What follows belongs to an exercise in optimizing a design on an open flow for small area; a production flow would make more cautious choices.
The RTL was checked by simulation tests, not by an equivalence proof against the original design.
Power and IR drop assume default switching activity.

## flow/constraint.sdc

```tcl
create_clock -name core_clock -period 10.0 [get_ports {clk}]
set_input_delay 2.0000 -clock core_clock [delete_from_list [all_inputs] [get_ports {clk}]]
set_output_delay 2.0000 -clock core_clock [all_outputs]
set_load 0.01 [all_outputs]
```

## flow/standard.sh

```bash
#!/bin/bash
# synth_recipe.tcl (not shown) runs the flow's synth.tcl, then flattens the netlist and writes it again
# the make line also repeats each setting of config.mk as NAME=value (left out here)
make -C /OpenROAD-flow-scripts/flow DESIGN_CONFIG=/design/flow/config.mk WORK_HOME=/design/flow/orfs CLKGATE_MAP_FILE= SYNTH_SCRIPT=/design/flow/synth_recipe.tcl "${@:-finish}"
```

## flow/config.mk

```make
export PLATFORM = sky130hd
export DESIGN_NAME = epd_ctrl
export DESIGN_NICKNAME = epd_ctrl
export VERILOG_FILES = /design/flow/design.v
export SDC_FILE = /design/flow/constraint.sdc
export NUM_CORES = 4
export LEC_CHECK = 0
export CAP_MARGIN = 20
export CORE_MARGIN = 2
export CORE_UTILIZATION = 60
export PLACE_DENSITY = 0.75
export SLEW_MARGIN = 20
```

## flow/flow/run.sh

```bash
#!/bin/bash
# Own layout flow: the standard layout (standard.sh), with these changes in how
# the layout is made:
#  - synthesis is the standard synthesis (synth_recipe.tcl), except that ABC maps
#    the combinational logic with an area-oriented script (flow/area.abc);
#    registers, their names and cell types are those of the standard synthesis;
#  - clock tree synthesis runs without dummy loads and with small clock buffers;
#  - the port buffers are the smallest buffer cell.
# Each tool's full output goes to a log file in the work folder.
set -euo pipefail
W=$(pwd)
cat > "$W/own_synth.tcl" <<EOT
proc abc {args} {
  set i [lsearch \$args -script]
  if {\$i >= 0} { lset args [expr {\$i + 1}] {$W/flow/area.abc} }
  yosys abc {*}\$args
}
source {$W/synth_recipe.tcl}
EOT
sed "s#SYNTH_SCRIPT=[^ ]*synth_recipe.tcl#SYNTH_SCRIPT=$W/own_synth.tcl#" standard.sh > own_standard.sh
grep -q "SYNTH_SCRIPT=$W/own_synth.tcl" own_standard.sh
export CTS_ARGS="-sink_clustering_enable -repair_clock_nets -dont_use_dummy_load -sink_clustering_size 10 -sink_clustering_max_diameter 45 -buf_list {sky130_fd_sc_hd__clkbuf_4}"
export BUFFER_PORTS_ARGS="-inputs -outputs -buffer_cell sky130_fd_sc_hd__buf_1"
bash own_standard.sh synth > synth.log 2>&1
bash own_standard.sh > layout.log 2>&1
test -s out/final.def
```

## flow/design.v

```verilog
module epd_ctrl (
    input  wire        clk,
    input  wire        rst,
    input  wire        bus_valid,
    input  wire        bus_write,
    input  wire [2:0]  bus_addr,
    input  wire [31:0] bus_wdata,
    output wire        bus_ready,
    output reg  [31:0] bus_rdata,
    output wire        pin_drv_en,
    output wire        pin_vdd,
    output wire        pin_vneg,
    output wire        pin_vpos,
    output wire        pin_le,
    output wire        pin_oe,
    output wire        pin_cl,
    output wire        pin_sph,
    output wire [7:0]  pin_d,
    output wire        pin_ckv,
    output wire        pin_gmode,
    output wire        pin_spv
);
    localparam N = 6;
    localparam [1:0] PWR_ON = 2'd3;
    localparam OP_NONE   = 4'd15;
    localparam OP_SET    = 4'd0;
    localparam OP_QCLK   = 4'd2;
    localparam OP_VSTART = 4'd3;
    localparam OP_VSTOP  = 4'd4;
    localparam OP_VWRITE = 4'd5;
    localparam OP_VSKIP  = 4'd6;
    localparam OP_VBULK  = 4'd7;
    localparam OP_HSTART = 4'd8;
    localparam OP_HWRITE = 4'd9;
    localparam OP_HSTOP  = 4'd10;
    localparam OP_GROUND = 4'd11;
    localparam [4:0] A_VDD0 = {4'd0, 1'b0}, A_VDD1 = {4'd0, 1'b1};
    localparam [4:0] A_VNEG0 = {4'd1, 1'b0}, A_VNEG1 = {4'd1, 1'b1};
    localparam [4:0] A_VPOS0 = {4'd2, 1'b0}, A_VPOS1 = {4'd2, 1'b1};
    localparam [4:0] A_OE0 = {4'd4, 1'b0}, A_OE1 = {4'd4, 1'b1};
    localparam S_IDLE      = 6'd0;
    localparam S_INIT      = 6'd1;
    localparam S_POFF0     = 6'd2;
    localparam S_POFF1     = 6'd3;
    localparam S_POFF2     = 6'd4;
    localparam S_POFF3     = 6'd5;
    localparam S_POFF4     = 6'd6;
    localparam S_BOARD     = 6'd7;
    localparam S_B1        = 6'd8;
    localparam S_B2        = 6'd9;
    localparam S_B3        = 6'd10;
    localparam S_B4        = 6'd11;
    localparam S_CMAP      = 6'd12;
    localparam S_FL_RET    = 6'd13;
    localparam S_FL        = 6'd14;
    localparam S_PASS      = 6'd15;
    localparam S_ROW       = 6'd16;
    localparam S_SKIP      = 6'd17;
    localparam S_LINE      = 6'd18;
    localparam S_BYTE      = 6'd19;
    localparam S_HSTOP     = 6'd20;
    localparam S_VW        = 6'd21;
    localparam S_NROW      = 6'd22;
    localparam S_VSTOP     = 6'd23;
    localparam S_DR        = 6'd24;
    localparam S_ALLOC     = 6'd25;
    localparam S_ZF        = 6'd26;
    localparam S_RMW       = 6'd27;
    localparam S_SP        = 6'd28;
    localparam S_PON0      = 6'd29;
    localparam S_PON1      = 6'd30;
    localparam S_PON2      = 6'd31;
    localparam S_PON3      = 6'd32;
    localparam S_PON4      = 6'd33;
    localparam S_PON6      = 6'd35;
    localparam S_SP_DONE   = 6'd37;
    localparam S_SC_OE1    = 6'd41;
    localparam S_SC_BULK   = 6'd43;
    localparam S_SC_OE0    = 6'd45;
    localparam S_SC_WAIT   = 6'd46;
    reg [5:0]  state;
    reg [8:0]  t;         
    reg [2:0]  op;        
    reg        colour;    
    reg [5:0]  px;        
    reg [4:0]  py;        
    reg        inr;       
    reg        init_done;
    reg [1:0]  power;
    reg        err_illegal;
    reg        err_noinit;
    reg        drv_en;
    reg [2:0]  cursor;
    reg [3:0]  ctile [0:N-1];
    reg [1:0]  wc;        
    reg [1:0]  by;        
    reg [2:0]  dy;        
    reg [4:0]  cnt;       
    wire [3:0] sc = {wc, by};    
    reg [3:0]  s_op;
    reg [4:0]  s_arg;
    reg [8:0]  s_end;
    always @(*) begin
        s_op  = OP_NONE;
        s_arg = 5'd0;
        s_end = 9'd0;
        if (state == S_POFF0) begin s_op = OP_SET; s_arg = A_VPOS0; s_end = 9'd3; end
        else if (state == S_POFF1) begin s_op = OP_SET; s_arg = A_VNEG0; s_end = 9'd3; end
        else if (state == S_POFF2) begin s_end = 9'd402; end
        else if (state == S_POFF3) begin s_op = OP_GROUND; s_end = 9'd10; end
        else if (state == S_POFF4) begin s_op = OP_SET; s_arg = A_VDD0; s_end = 9'd4; end
        else if (state == S_B1) begin s_op = OP_SET; s_arg = A_VPOS0; s_end = 9'd3; end
        else if (state == S_B2) begin s_op = OP_SET; s_arg = A_VNEG0; s_end = 9'd3; end
        else if (state == S_B3) begin s_op = OP_GROUND; s_end = 9'd10; end
        else if (state == S_B4) begin s_op = OP_SET; s_arg = A_VDD0; s_end = 9'd3; end
        else if (state == S_CMAP) begin s_end = 9'd16; end
        else if (state == S_PASS) begin s_op = OP_VSTART; s_end = 9'd17; end
        else if (state == S_SKIP) begin s_op = OP_VSKIP; s_end = 9'd10; end
        else if (state == S_LINE) begin s_op = OP_HSTART; s_end = 9'd5; end
        else if (state == S_BYTE) begin s_op = OP_HWRITE; s_end = 9'd8; end
        else if (state == S_HSTOP) begin s_op = OP_HSTOP; s_end = 9'd6; end
        else if (state == S_VW) begin s_op = OP_VWRITE; s_end = 9'd24; end
        else if (state == S_VSTOP) begin s_op = OP_VSTOP; s_end = (op == 3'd5) ? 9'd23 : 9'd24; end
        else if (state == S_ZF) begin s_end = 9'd33; end
        else if (state == S_PON0) begin s_op = OP_SET; s_arg = A_VDD1; s_end = 9'd3; end
        else if (state == S_PON1) begin s_end = 9'd42; end
        else if (state == S_PON2) begin s_op = OP_SET; s_arg = A_VNEG1; s_end = 9'd3; end
        else if (state == S_PON3) begin s_end = 9'd202; end
        else if (state == S_PON4) begin s_op = OP_SET; s_arg = A_VPOS1; s_end = 9'd3; end
        else if (state == S_PON6) begin s_op = OP_QCLK; s_end = 9'd7; end
        else if (state == S_SC_OE1) begin s_op = OP_SET; s_arg = A_OE1; s_end = 9'd3; end
        else if (state == S_SC_BULK) begin s_op = OP_VBULK; s_end = 9'd25; end
        else if (state == S_SC_OE0) begin s_op = OP_SET; s_arg = A_OE0; s_end = 9'd3; end
        else if (state == S_SC_WAIT) begin s_end = 9'd23; end
    end
    wire last = (t == s_end);
    wire [7:0] hw_byte;
    wire [4:0] t5 = t[4:0];
    reg vdd, vneg, vpos, sph, gmode, spv;
    reg le, oe, cl, ckv;
    always @(*) begin
        le  = (s_op == OP_HSTOP) && (t5 == 5'd3 || t5 == 5'd4);
        cl  = (s_op == OP_HWRITE) && (t5 == 5'd5 || t5 == 5'd6);
        case (s_op)
            OP_QCLK:   ckv = (t5 == 5'd3 || t5 == 5'd4);
            OP_VSTART: ckv = (t5 == 5'd4 || t5 == 5'd5 || t5 == 5'd9 || t5 == 5'd10 ||
                              t5 == 5'd14 || t5 == 5'd15);
            OP_VSTOP:  ckv = (t5 >= 5'd4 && t5 <= 5'd21 && !t5[1]);
            OP_VWRITE: ckv = (t5 >= 5'd3 && t5 <= 5'd10);
            OP_VSKIP:  ckv = (t5 >= 5'd3 && t5 <= 5'd6);
            OP_VBULK:  ckv = (t5 >= 5'd3 && t5 <= 5'd11);
            default:   ckv = 1'b0;
        endcase
        oe  = (state == S_VW && t5 >= 5'd4 && t5 <= 5'd9) ||
              (state == S_SKIP && (t5 == 5'd4 || t5 == 5'd5)) ||
              (state == S_SC_OE1 && t5 == 5'd3) ||
              (op == 3'd5 && (state == S_PASS || state == S_VSTOP)) || state == S_SC_BULK ||
              (state == S_SC_OE0 && t5 <= 5'd2);
    end
    reg [7:0] d;
    assign pin_vdd = vdd;
    assign pin_vneg = vneg;
    assign pin_vpos = vpos;
    assign pin_le = le;
    assign pin_oe = oe;
    assign pin_cl = cl;
    assign pin_sph = sph;
    assign pin_d = d;
    assign pin_ckv = ckv;
    assign pin_gmode = gmode;
    assign pin_spv = spv;
    always @(posedge clk) begin
        if (rst) begin
            vdd <= 1'b0; vneg <= 1'b0; vpos <= 1'b0;
            sph <= 1'b0; d <= 8'h00; gmode <= 1'b0; spv <= 1'b0;
        end else begin
            case (s_op)
                OP_SET: if (t5 == 5'd2) begin
                    case (s_arg[4:1])
                        4'd0: vdd  <= s_arg[0];
                        4'd1: vneg <= s_arg[0];
                        4'd2: vpos <= s_arg[0];
                        default: ;
                    endcase
                end
                OP_GROUND: case (t5)
                    5'd5: sph   <= 1'b0;
                    5'd6: d     <= 8'h00;
                    5'd8: gmode <= 1'b0;
                    5'd9: spv   <= 1'b0;
                    default: ;
                endcase
                OP_HSTART: case (t5)
                    5'd4: sph <= 1'b0;
                    default: ;
                endcase
                OP_HWRITE: case (t5)
                    5'd2: d  <= hw_byte;
                    default: ;
                endcase
                OP_HSTOP: case (t5)
                    5'd5: sph <= 1'b1;
                    default: ;
                endcase
                OP_VSTART: case (t5)
                    5'd2: gmode <= 1'b1;
                    5'd7: spv <= 1'b0;
                    5'd12: spv <= 1'b1;
                    default: ;
                endcase
                OP_VSTOP: begin
                    if (t5 == 5'd2) gmode <= 1'b0;
                end
                OP_QCLK: case (t5)
                    default: ;
                endcase
                OP_VWRITE: case (t5)
                    default: ;
                endcase
                OP_VSKIP: case (t5)
                    default: ;
                endcase
                OP_VBULK: case (t5)
                    default: ;
                endcase
                default: ;
            endcase
        end
    end
    assign pin_drv_en = drv_en;
    wire busy = (state != S_IDLE);
    wire cmd_wr = bus_valid && bus_write && (bus_addr == 3'd0);
    assign bus_ready = !(cmd_wr && busy);
    wire [31:0] status = {7'd0, drv_en, 5'd0, cursor, 6'd0, err_noinit, err_illegal,
                          2'd0, power, 2'd0, init_done, busy};
    always @(*) begin
        case (bus_addr)
            3'd1: bus_rdata = status;
            3'd2: bus_rdata = {16'd32, 16'd64};
            3'd3: bus_rdata = {16'd8, 16'd16};
            3'd4: bus_rdata = {4'd4, 1'b0, 2'd0, 1'b1, 8'd10, 8'd4, 8'd6};
            default: bus_rdata = 32'd0;
        endcase
    end
    wire [31:0] w = bus_wdata;
    wire w_legal = ((w[31:28] == 4'h1 || w[31:28] == 4'h4) && w[27:0] == 28'd0) ||
                   (w[31:28] == 4'h2 && w[26:24] == 3'd0) ||
                   (w[31:28] == 4'h3 && w[27:2] == 26'd0) ||
                   (w[31:28] == 4'h5 && w[26:0] == 27'd0);
    wire [1:0] mode = px[1:0];
    wire       pon  = (op == 3'd3) && (mode == PWR_ON);    
    reg        rmw_d;     
    wire       drawing = state == S_DR || state == S_ALLOC || state == S_ZF || state == S_RMW || rmw_d;
    wire [3:0] lk_tile = drawing ? {py[4:3], px[5:4]} : {by, cnt[3:2]};
    wire [5:0] hv;
    genvar k;
    generate
        for (k = 0; k < N; k = k + 1) begin : g_cam
            assign hv[k] = (k < cursor) && (ctile[k] == lk_tile);
        end
    endgenerate
    wire       hit = |hv;
    wire       h_hi = hv[1] | hv[3] | hv[5];
    wire [1:0] h_lo = {hv[4] | hv[5], hv[2] | hv[3]};
    wire row_resident = (cursor > 3'd0 && ctile[0][3:2] == by) ||
                        (cursor > 3'd1 && ctile[1][3:2] == by) ||
                        (cursor > 3'd2 && ctile[2][3:2] == by) ||
                        (cursor > 3'd3 && ctile[3][3:2] == by) ||
                        (cursor > 3'd4 && ctile[4][3:2] == by) ||
                        (cursor > 3'd5 && ctile[5][3:2] == by);
    reg  [1:0]    ph;
    reg  [32*13-1:0] q0, q1, q2;
    wire          t_hi = hit ? h_hi : cursor[0];
    wire [1:0]    t_lo = hit ? h_lo : cursor[2:1];
    wire [4:0]    ridx = drawing ? {t_hi, py[2:0], px[3]} : {t_hi, dy, cnt[1]};
    wire [12:0]   tap  = q0[ridx*13 +: 13];
    wire          at_tap = (ph == t_lo);
    wire [15:0] rd_pair  = gdec(tap);
    wire [3:0]  pix_sh   = 4'd14 - {px[2:0], 1'b0};
    wire [15:0] pix_code = colour ? 16'h02 : 16'h01;
    wire [15:0] pix_new  = (rd_pair & ~(16'h03 << pix_sh)) | (pix_code << pix_sh);
    wire        rmw_en   = (state == S_DR && inr && hit) || (state == S_ZF && t[5])
                           || state == S_RMW || rmw_d;
    wire        rmw_go   = rmw_en && at_tap;
    wire        zf_go    = (state == S_CMAP);
    wire [12:0] wval     = zf_go ? 13'd0 : genc(pix_new);
    reg  [7:0]  sg;
    wire [7:0]  tap_byte  = cnt[0] ? rd_pair[7:0] : rd_pair[15:8];
    wire [7:0]  line_byte = !hit ? 8'h00 : at_tap ? tap_byte : sg;
    wire [7:0] clr_byte = (sc == 4'd0) ? (colour ? 8'h55 : 8'hAA)
                                       : (colour ? 8'hAA : 8'h55);
    assign hw_byte = (op == 3'd5) ? clr_byte : line_byte;
    integer r;
    always @(posedge clk) begin
        if (rst) ph <= 2'd0;
        else     ph <= ph[1] ? 2'd0 : ph + 2'd1;
        if (at_tap) sg <= tap_byte;
        q0 <= q1;
        q1 <= q2;
        for (r = 0; r < 32; r = r + 1)
            q2[r*13 +: 13] <= ((rmw_go && ridx == r) || zf_go)
                              ? wval : q0[r*13 +: 13];
    end
    function [3:0] pdec(input [2:0] c);
        pdec = (c[1] & c[0]) ? {2'b10, 1'b0, c[2]} : {1'b0, c[2], c[1:0]};
    endfunction
    function [2:0] penc(input [3:0] p);
        penc = {p[3] ? p[0] : p[2], p[3] | p[1], p[3] | p[0]};
    endfunction
    function [15:0] gdec(input [12:0] g);
        reg [2:0] c [0:3];
        reg [3:0] m;
        integer i;
        begin
            m = 4'd0;
            if (!g[12]) begin
                c[0] = g[11:9]; c[1] = g[8:6]; c[2] = g[5:3]; c[3] = g[2:0];
            end else if (!g[11]) begin
                m[g[10:9]] = 1'b1;
                c[0] = g[8:6];
                c[1] = (g[10:9] == 2'd0) ? g[8:6] : g[5:3];
                c[2] = (g[10:9] == 2'd3) ? g[2:0] : g[5:3];
                c[3] = g[2:0];
            end else begin
                m = g[10:7];
                c[0] = g[5:3];
                c[1] = m[0] ? g[5:3] : g[2:0];
                c[2] = (m[0] & m[1]) ? g[5:3] : g[2:0];
                c[3] = (m[0] & m[1] & m[2]) ? g[5:3] : g[2:0];
            end
            for (i = 0; i < 4; i = i + 1)
                gdec[15-4*i -: 4] = m[i] ? 4'b1010 : pdec(c[i]);
        end
    endfunction
    function [12:0] genc(input [15:0] v);
        reg [3:0] e;
        reg [2:0] c [0:3];
        reg [2:0] u, w;
        integer i;
        begin
            for (i = 0; i < 4; i = i + 1) begin
                e[i] = v[15-4*i] & v[13-4*i];
                c[i] = penc(v[15-4*i -: 4]);
            end
            u = !e[0] ? c[0] : !e[1] ? c[1] : !e[2] ? c[2] : c[3];
            w = (!e[0] & !e[1]) ? c[1] : ((!e[0] | !e[1]) & !e[2]) ? c[2] : c[3];
            if (e == 4'd0)
                genc = {1'b0, c[0], c[1], c[2], c[3]};
            else if (e == 4'b0001) genc = {2'b10, 2'd0, c[1], c[2], c[3]};
            else if (e == 4'b0010) genc = {2'b10, 2'd1, c[0], c[2], c[3]};
            else if (e == 4'b0100) genc = {2'b10, 2'd2, c[0], c[1], c[3]};
            else if (e == 4'b1000) genc = {2'b10, 2'd3, c[0], c[1], c[2]};
            else
                genc = {2'b11, e, 1'b0, (e[0] + e[1] + e[2] + e[3] >= 3) ? (e == 4'b1111 ? 3'd0 : u) : u,
                        (e[0] + e[1] + e[2] + e[3] >= 3) ? 3'd0 : w};
        end
    endfunction
    always @(posedge clk) begin
        if (rst) begin
            state       <= S_IDLE;
            t           <= 9'd0;
            init_done   <= 1'b0;
            power       <= 2'd0;
            err_illegal <= 1'b0;
            err_noinit  <= 1'b0;
            drv_en      <= 1'b0;
            rmw_d       <= 1'b0;
        end else begin
            rmw_d <= state == S_RMW || (state == S_ZF && last);
            t     <= last ? 9'd0 : t + 9'd1;
            if (state == S_ZF && t == 9'd32) begin
                ctile[cursor] <= {py[4:3], px[5:4]};
                cursor        <= cursor + 3'd1;
            end
            if (state == S_CMAP && t == 9'd15) cursor <= 3'd0;
            if (last) case (state)
                S_IDLE: begin
                    if (cmd_wr) begin
                        if (!w_legal)
                            err_illegal <= 1'b1;
                        else if (!init_done && w[31:28] != 4'h1)
                            err_noinit <= 1'b1;
                        else begin
                            op     <= w[30:28];
                            colour <= w[27];
                            px     <= w[5:0];
                            py     <= w[16:12];
                            inr    <= (w[11:6] == 6'd0) && (w[23:17] == 7'd0);
                            case (w[31:28])
                                4'h1:    state <= S_INIT;
                                4'h2:    state <= S_DR;
                                4'h3:    state <= S_SP;
                                4'h4:    state <= S_FL;
                                default: state <= S_CMAP;
                            endcase
                        end
                    end
                end
                S_INIT:  state <= (init_done && power == PWR_ON) ? S_POFF0 : S_BOARD;
                S_BOARD: begin drv_en <= 1'b1; state <= S_B1; end
                S_B1:    state <= S_B2;
                S_B2:    state <= S_B3;
                S_B3:    state <= S_B4;
                S_B4:    state <= S_CMAP;
                S_POFF0: state <= S_POFF1;
                S_POFF1: state <= S_POFF2;
                S_POFF2: state <= S_POFF3;
                S_POFF3: state <= S_POFF4;
                S_POFF4: state <= (op == 3'd1) ? S_BOARD : S_SP_DONE;
                S_CMAP: begin
                    case (op)
                        3'd1: begin
                            power     <= 2'd0;
                            init_done <= 1'b1;
                            state     <= S_IDLE;
                        end
                        3'd5: begin
                            {wc, by} <= 4'd0;
                            state <= S_LINE;
                        end
                        default: state <= S_FL_RET;
                    endcase
                end
                S_FL_RET: begin
                    case (op)
                        3'd2:    state <= S_ALLOC;
                        3'd3:    state <= S_POFF0;
                        default: state <= S_IDLE;
                    endcase
                end
                S_FL: begin
                    wc    <= 2'd0;
                    state <= S_PASS;
                end
                S_PASS: begin
                    if (op != 3'd5) by <= 2'd0;
                    cnt   <= 5'd0;
                    state <= (op == 3'd5) ? S_SC_BULK : pon ? S_PON6 : S_ROW;
                end
                S_ROW: begin
                    cnt <= 5'd0;
                    dy  <= 3'd0;
                    state <= row_resident ? S_LINE : S_SKIP;
                end
                S_SKIP: begin
                    cnt <= cnt + 5'd1;
                    state <= (cnt == 5'd7) ? S_NROW : S_SKIP;
                end
                S_LINE: begin
                    cnt   <= 5'd0;
                    state <= S_BYTE;
                end
                S_BYTE: begin
                    cnt <= cnt + 5'd1;
                    state <= (cnt == 5'd15) ? S_HSTOP : S_BYTE;
                end
                S_HSTOP: state <= (op == 3'd5) ? S_SC_OE1 : S_VW;
                S_VW: begin
                    dy <= dy + 3'd1;
                    state <= (dy == 3'd7) ? S_NROW : S_LINE;
                end
                S_NROW: begin
                    by <= by + 2'd1;
                    state <= (by == 2'd3) ? S_VSTOP : S_ROW;
                end
                S_VSTOP: begin
                    if (op != 3'd5) wc <= wc + 2'd1;
                    if (op == 3'd5)
                        state <= S_SC_OE0;
                    else if (pon) begin
                        power <= mode;
                        state <= S_IDLE;
                    end else
                        state <= (wc == 2'd3) ? S_CMAP : S_PASS;
                end
                S_DR: begin
                    if (!inr)
                        state <= S_IDLE;
                    else if (hit)
                        state <= S_RMW;
                    else if (cursor == N)
                        state <= S_FL;
                    else
                        state <= S_ALLOC;
                end
                S_ALLOC: state <= S_ZF;
                S_ZF:    state <= S_IDLE;
                S_RMW:   state <= S_IDLE;
                S_SP: begin
                    if (mode == power)
                        state <= S_IDLE;
                    else if (mode == PWR_ON)
                        state <= S_PON0;
                    else if (power == PWR_ON)
                        state <= S_FL;
                    else
                        state <= S_SP_DONE;
                end
                S_PON0: state <= S_PON1;
                S_PON1: state <= S_PON2;
                S_PON2: state <= S_PON3;
                S_PON3: state <= S_PON4;
                S_PON4: state <= S_PASS;
                S_PON6: begin
                    cnt <= cnt + 5'd1;
                    state <= (cnt == 5'd31) ? S_VSTOP : S_PON6;
                end
                S_SP_DONE: begin
                    power <= mode;
                    state <= S_IDLE;
                end
                S_SC_OE1:   state <= S_PASS;
                S_SC_BULK: begin
                    cnt <= cnt + 5'd1;
                    state <= (cnt == 5'd31) ? S_VSTOP : S_SC_BULK;
                end
                S_SC_OE0:   state <= S_SC_WAIT;
                S_SC_WAIT: begin
                    {wc, by} <= sc + 4'd1;
                    state <= (sc == 4'd10) ? S_IDLE : S_LINE;
                end
                default: state <= S_IDLE;
            endcase
        end
    end
endmodule
```

## flow/flow/area.abc

```
strash
&get -n
&dch -f
&nf -a -R 1000
&put
strash
&get -n
&dch -f
&nf -a -R 1000
&put
topo
```

==> results.toml, run 1 <==
[final_layout]
fin_nets = 3892
area_growth_pct = 8.75
layout_commonest_cell = "dfxtp_1"
drive_above_1_share_pct = 7.50
fillers = 5038
mostFrequentLayoutCells = "dfxtp_1, o21ai_0, nand2_1"
fin_area_um2 = 42100

[detailed_routing]
routedWlPerCell_um = 21.4
vias_per_cell = 5.77
drc_errors = 0
drtIter0Drc = 2361
first_pass_iters = 5
vias = 27000
wirelength_um = 100000
ant_nets = 0

[floorplanning]
initial_core_util_pct = 60.4
core_area_um2 = 64100
die_h_um = 258
io_pins = 91
row_count = 93
die_w_um = 258
die-area_um2 = 66600

[run]
drv_cap = 0

[clocking]
cts_tree = "done"
cts-htree-levels = 4
cts-root-buf = "clkbuf_4"
clock-sinks = 1349
cts.path.max_buffers = 3
clock_latency_ps = 1060
post_cts_buffers = 0
cts_buffers = 158
clk_pin_slew_ps = 100

[sta]
tns_ps = 0
fmax_mhz = 109
relSlewSlack_pct = 23.0
final_max_slew_viol_count = 0
tightest_slew_ps = 1150
fin_crit_sh_pct = 92.1
skew_ps = 128
period_minus_slack_ps = 9210
rsz0062_at_grt = "no"
finalHoldViolCount = 0
setup_viol_count_final = 0

[power_and_ir_drop]
vdd_drop_max_uv = 188
seqPwrFrac_pct = 67.0
power_frac_comb_pct = 10.1
p_per_area_nw_per_um2 = 238
sw_frac_of_total_pct = 26.3
cellLeakagePower_nw = 15.8
p_switching_w = 0.00263
pwr-share-clk_pct = 22.9
internal-power_w = 0.00739

[critical_path]
crit_required_ps = 10870
slowest_delay_ps = 630
cp-start-kind = "flop"
cpMaxStageDelayCell = "nor4_1"
cp-end-kind = "flop"
critical_path_class = "flop to flop"
cp_max_fo = 32
crit_arrival_ps = 10070

[global_routing]
grt_max_degree = 44
antenna_found_initial = 4
grtUsageTotal_pct = 30.1
grt_pass1_wl_um = 154000
gr-total-overflow = 0
grt_pass1_vias = 26100

[yosys]
synth_flop_cell = "dfxtp_1"
synth_warnings = 3
synth_compound_area_share_pct = 14.3
synth_xor_area_share_pct = 1.02
synthArstFlopShare_pct = 0
syn_avg_cell_area_um2 = 11.1
synth_top_family_by_area = "compound AO/OA/AOI/OAI gates"
synth.yosys.seq_area_share_pct = 71.1
muxShareOfSynthArea_pct = 0.501
synth.distinct_cells = 56
ys_ff_latch = 1349
synth_edf_count = 55
synth-adder-area-share_pct = 0.827
netlist_area_um2 = 38700
yosys.area_share.simple_pct = 11.4
netlist_instances = 3498

[run_status]
status = "no timing/DRC/antenna violations"

[placement]
io_buffers = 74
placed_area_um2 = 40900
gp_congestion = 0.976
dp_hpwl_um = 65700

[min_path]
hold_class = "flop to flop"
[per-stage QoR]
step / utilization (%) / setup slack, ps / power, W / hold slack [ps] / std cells
2_1_floorplan: - / 64.2 / 0.00728 / 310 / 3513
3_3_place_gp: 63.8 / 668 / 0.00777 / 309 / 4523
3_5_place_dp: 63.8 / 590 / 0.00781 / 312 / 4523
4_1_cts: 65.7 / 614 / 0.0101 / 257 / 4681
5_1_grt: 65.7 / 53.5 / 0.0105 / 254 / 4683
6_report: 65.7 / 791 / 0.0100 / 267 / 4685
[power by group through the flow]
stage / combinational (W) / sequential [W] / clock [W]
2_1_floorplan: 0.000595 / 0.00668 / 0
5_1_grt: 0.00113 / 0.00680 / 0.00256
3_5_place_dp: 0.000991 / 0.00682 / 0
3_3_place_gp: 0.000983 / 0.00679 / 0
6_report: 0.00101 / 0.00672 / 0.00230
4_1_cts: 0.00100 / 0.00671 / 0.00234
[per-layer routing]
layer	GRT usage, %	vias up	routed length, µm
li1	-	12900	-
met1	42.5	12800	45500
met2	45.1	1050	43800
met3	5.62	227	6730
met4	13.9	0	4280
met5	0	-	0
[cells in the mapped netlist (7+ instances only)]
cell      number  area (µm²)
a22oi_1       75         563
xor2_1        18         158
ha_1          24         300
a31oi_1       22         138
nand2b_1      22         138
o21ai_0      564        2820
o22ai_1      158         988
nor2b_1       18         113
nand2_1      550        2060
a21oi_1       89         445
and2_0        13        81.3
mux2i_1       16         160
nor4_1        25         156
edfxtp_1      55        1650
dfxtp_1     1294       25900
o211ai_1      11        82.6
and3_1        32         200
xnor2_1       27         236
clkinv_1      39         146
nand3_1       53         265
buf_4         19         143
nor3b_1        7        52.6
nand4_1       25         156
a211oi_1       9        67.6
nor2_1       177         664
nor3_1        75         375
a21o_1         8        60.1
[flip-flops by register name, summed over array words and instances, names as in the netlist, 5 cells and up]
name / flops
d: 8
q1: 416
q2: 416
px: 6
py: 5
state: 6
t: 9
cnt: 5
sg: 8
q0: 416
ctile: 24
[path summary, 6_finish.rpt]
check                              start  slack (ps)      end  depth (start not counted)
worst max-delay path            state[2]         790  q2[276]                         36
worst min-delay path              q2[50]         270   q1[50]                          0
worst max register to register  state[2]         790  q2[276]                         36
worst min register to register    q2[50]         270   q1[50]                          0
[cell families after synthesis]
| family | Yosys count |
|---|---|
| buf+inv | 58 |
| other cells | 1 |
| xor+xnor | 45 |
| fa+ha+maj | 25 |
| compound gates | 981 |
| simple gates | 1020 |
| flops | 1349 |
| mux | 19 |
[repair_timing]
item	4_1_cts	5_1_grt
setup endpoints to repair	0	136
hold endpoints to repair	0	0
hold buffers	0	0
resized for setup	0	2
[critical path: cells and delay by family (launching register included)]
| kind | cells | cell delay (ps) |
|---|---|---|
| buffers and inverters | 6 | 1300 |
| XOR/XNOR | 1 | 70 |
| AND/OR/NAND/NOR | 11 | 3320 |
| multiplexers | 3 | 840 |
| adder cells (fa/ha/maj) | 3 | 970 |
| AO/OA/AOI/OAI | 12 | 2070 |
| flip-flops | 1 | 510 |
[cell type report]
type	instances	area, µm²	area share, %
Antenna cell	4	10.0	0.0238
Clock buffer	158	1190	2.82
Inverter	39	146	0.347
Multi-Input combinational cell	2106	11100	26.3
Sequential cell	1349	27600	65.4
Tap cell	855	1070	2.54
Timing Repair Buffer	174	1080	2.56
==> run 2: changes to the inputs <==
--- a/flow/flow/run.sh
+++ b/flow/flow/run.sh
@@ -20,5 +20,5 @@
 sed "s#SYNTH_SCRIPT=[^ ]*synth_recipe.tcl#SYNTH_SCRIPT=$W/own_synth.tcl#" standard.sh > own_standard.sh
 grep -q "SYNTH_SCRIPT=$W/own_synth.tcl" own_standard.sh
-export CTS_ARGS="-sink_clustering_enable -repair_clock_nets -dont_use_dummy_load -sink_clustering_size 10 -sink_clustering_max_diameter 45 -buf_list {sky130_fd_sc_hd__clkbuf_4}"
+export CTS_ARGS="-sink_clustering_enable -repair_clock_nets -dont_use_dummy_load -sink_clustering_size 11 -sink_clustering_max_diameter 45 -buf_list {sky130_fd_sc_hd__clkbuf_4}"
 export BUFFER_PORTS_ARGS="-inputs -outputs -buffer_cell sky130_fd_sc_hd__buf_1"
 bash own_standard.sh synth > synth.log 2>&1
==> results.toml, run 2 <==
[critical_path]
crit_required_ps = 10850
slowest_delay_ps = 630
critical_path_class = "flop to flop"
cp-end-kind = "flop"
cpMaxStageDelayCell = "nor4_1"
cp-start-kind = "flop"
crit_arrival_ps = 10120
cp_max_fo = 32

[yosys]
yosysMostFrequentCell = "dfxtp_1"
yosys-top-cells-count = "dfxtp_1, o21ai_0, nand2_1, nor2_1, o22ai_1"
ys_ff_latch = 1349
synth_area_leader_cell = "dfxtp_1"
yosysTopAreaCellShare_pct = 66.9
synth_flop_cell = "dfxtp_1"
netlist_instances = 3498
synth_edf_count = 55
netlist_area_um2 = 38700
netlist_top_cells_area = "dfxtp_1, o21ai_0, nand2_1, edfxtp_1, o22ai_1"
synth.yosys.seq_area_share_pct = 71.1
synthArstFlopShare_pct = 0
synth.distinct_cells = 56
syn_avg_cell_area_um2 = 11.1
synth_warnings = 3

[detailed_routing]
first_pass_iters = 7
vias_per_cell = 5.76
routedWlPerCell_um = 21.4
drtIter0Drc = 2444
ant_nets = 0
vias = 26900
wirelength_um = 99800
drc_errors = 0

[min_path]
hold_class = "flop to flop"

[clocking]
cts_buffers = 146
cts-root-buf = "clkbuf_4"
clk_pin_slew_ps = 120
clock-sinks = 1349
cts_tree = "done"
cts-htree-levels = 4
clock_latency_ps = 1020
cts.path.max_buffers = 3

[final_layout]
fin_nets = 3880
area_growth_pct = 8.51
regArea_um2 = 27600
drive_above_1_share_pct = 7.21
fin_area_um2 = 42000
layout_commonest_cell = "dfxtp_1"
multiInputGateArea_um2 = 11100
mostFrequentLayoutCells = "dfxtp_1, o21ai_0, nand2_1"
top_regs = "q0: 416 flops, q1: 416 flops, q2: 416 flops"
fillers = 5029

[placement]
place_ws_ps = 590
dp_hpwl_um = 65700
io_buffers = 74
placed_area_um2 = 40900
gp_congestion = 0.976

[power_and_ir_drop]
vdd_drop_max_uv = 160
cellLeakagePower_nw = 15.7
p_per_area_nw_per_um2 = 237

[sta]
setup_viol_count_final = 0
relSlewSlack_pct = 26.9
fin_crit_sh_pct = 92.6
final_max_slew_viol_count = 0
rsz0062_at_grt = "no"
fmax_mhz = 108
period_minus_slack_ps = 9260
tightest_slew_ps = 1090
finalHoldViolCount = 0
skew_ps = 152
tns_ps = 0
setup_slack_ps = 737

[global_routing]
antenna_found_initial = 4
grt_pass1_vias = 25900
grt_max_degree = 44
gr-total-overflow = 0
grtUsageTotal_pct = 29.9
grt_pass1_wl_um = 153000

[floorplanning]
core_area_um2 = 64100
die_h_um = 258
initial_core_util_pct = 60.4
io_pins = 91
die-area_um2 = 66600
row_count = 93
die_w_um = 258

[run_status]
status = "no timing/DRC/antenna violations"

[run]
drv_cap = 0
## run 2: cell types whose count changed in the layout (fill, tap and decap cells not counted), sizes merged
cell / change
clkbuf: -12
diode: -1
## run 2: worst paths after layout
kind	from	endpoint	slack, ps	cells past startpoint
max	state[2]	q2[42]	740	36
min reg2reg	q2[274]	q1[274]	260	0
max reg2reg	state[2]	q2[42]	740	36
min	q2[274]	q1[274]	260	0
## run 2: cell type report
cell class | instances | share of cell area, %
timing repair buffer | 174 | 2.57
inverter | 39 | 0.348
tap | 855 | 2.54
multi-input combinational | 2106 | 26.4
antenna | 3 | 0.0179
sequential | 1349 | 65.5
clock buffer | 146 | 2.61
## run 2: where the power goes
| part | leakage (nW) | switching (W) | internal [W] |
|---|---|---|---|
| Combinational | 4.05 | 0.000706 | 0.000308 |
| Sequential | 11.0 | 0.000359 | 0.00636 |
| Clock | 0.672 | 0.00155 | 0.000675 |
| Total | 15.7 | 0.00261 | 0.00734 |
## run 2: through the flow
step | cells | utilization [%] | hold slack (ps) | total power, W
after global placement | 4523 | 63.8 | 309 | 0.00777
after CTS | 4669 | 65.5 | 259 | 0.00998
final | 4672 | 65.6 | 258 | 0.00995
after floorplan | 3513 | - | 310 | 0.00728
after global routing | 4672 | 65.6 | 265 | 0.0104
after detailed placement | 4523 | 63.8 | 312 | 0.00781
## run 2: per-layer routing
metal | up-vias | part of all wire, % | GRT usage (%) | wire [µm]
met5 | - | 0 | 0 | 0
met2 | 1029 | 44 | 45.0 | 43500
met3 | 224 | 6.7 | 5.18 | 6680
li1 | 12900 | - | - | -
met4 | 0 | 3.9 | 12.7 | 3910
met1 | 12800 | 46 | 42.7 | 45700
## run 2: logic make-up (layout without fill, tap and decap cells)
group,Yosys count,count (layout),share of synthesized area [%]
flops,1349,1349,71.1
simple gates,1020,1020,11.4
compound gates,981,981,14.3
buf+inv,58,359,0.746
xor+xnor,45,45,1.02
fa+ha+maj,25,25,0.827
mux,19,19,0.501
other cells,1,19,0.00968
## run 2: worst max-delay path: cells and delay by family (launching register included)
| family | cells | cell delay (ps) |
|---|---|---|
| flops | 1 | 520 |
| compound gates | 12 | 2110 |
| simple gates | 11 | 3300 |
| buf+inv | 6 | 1310 |
| xor+xnor | 1 | 70 |
| mux | 3 | 850 |
| fa+ha+maj | 3 | 970 |
## run 2: timing repair
item / in CTS / in global routing
setup buffers: 0 / 0
endpoints found under the setup margin: 0 / 136
hold buffers: 0 / 0
resized for setup: 0 / 2

## separate check: timing with driven ports
The results above use ideal ports. As a check the final layouts listed here were re-extracted and re-timed, cells and wires unchanged.
Step 1 assumes that a clkbuf_16 drives the clock port and a buf_2 every other input.
Step 2, shift: input delay + t, output delay - t, t = (earliest + latest rising clock arrival at the registers) / 2. This alone moves slack from input paths to output paths.
a / b / c = ideal ports / drivers / drivers and shift; a / b = the first two.
run | shift t [ns] | slack for setup (ns) | worst setup path after step 2 | latest minus earliest clock arrival (ns)
run 1 | 1.057 | 0.791 / 0.791 / 0.791 | register to register | 0.128 / 0.128
run 2 | 1.000 | 0.737 / 0.737 / 0.737 | register to register | 0.152 / 0.152
After both steps every run listed still meets setup and hold.
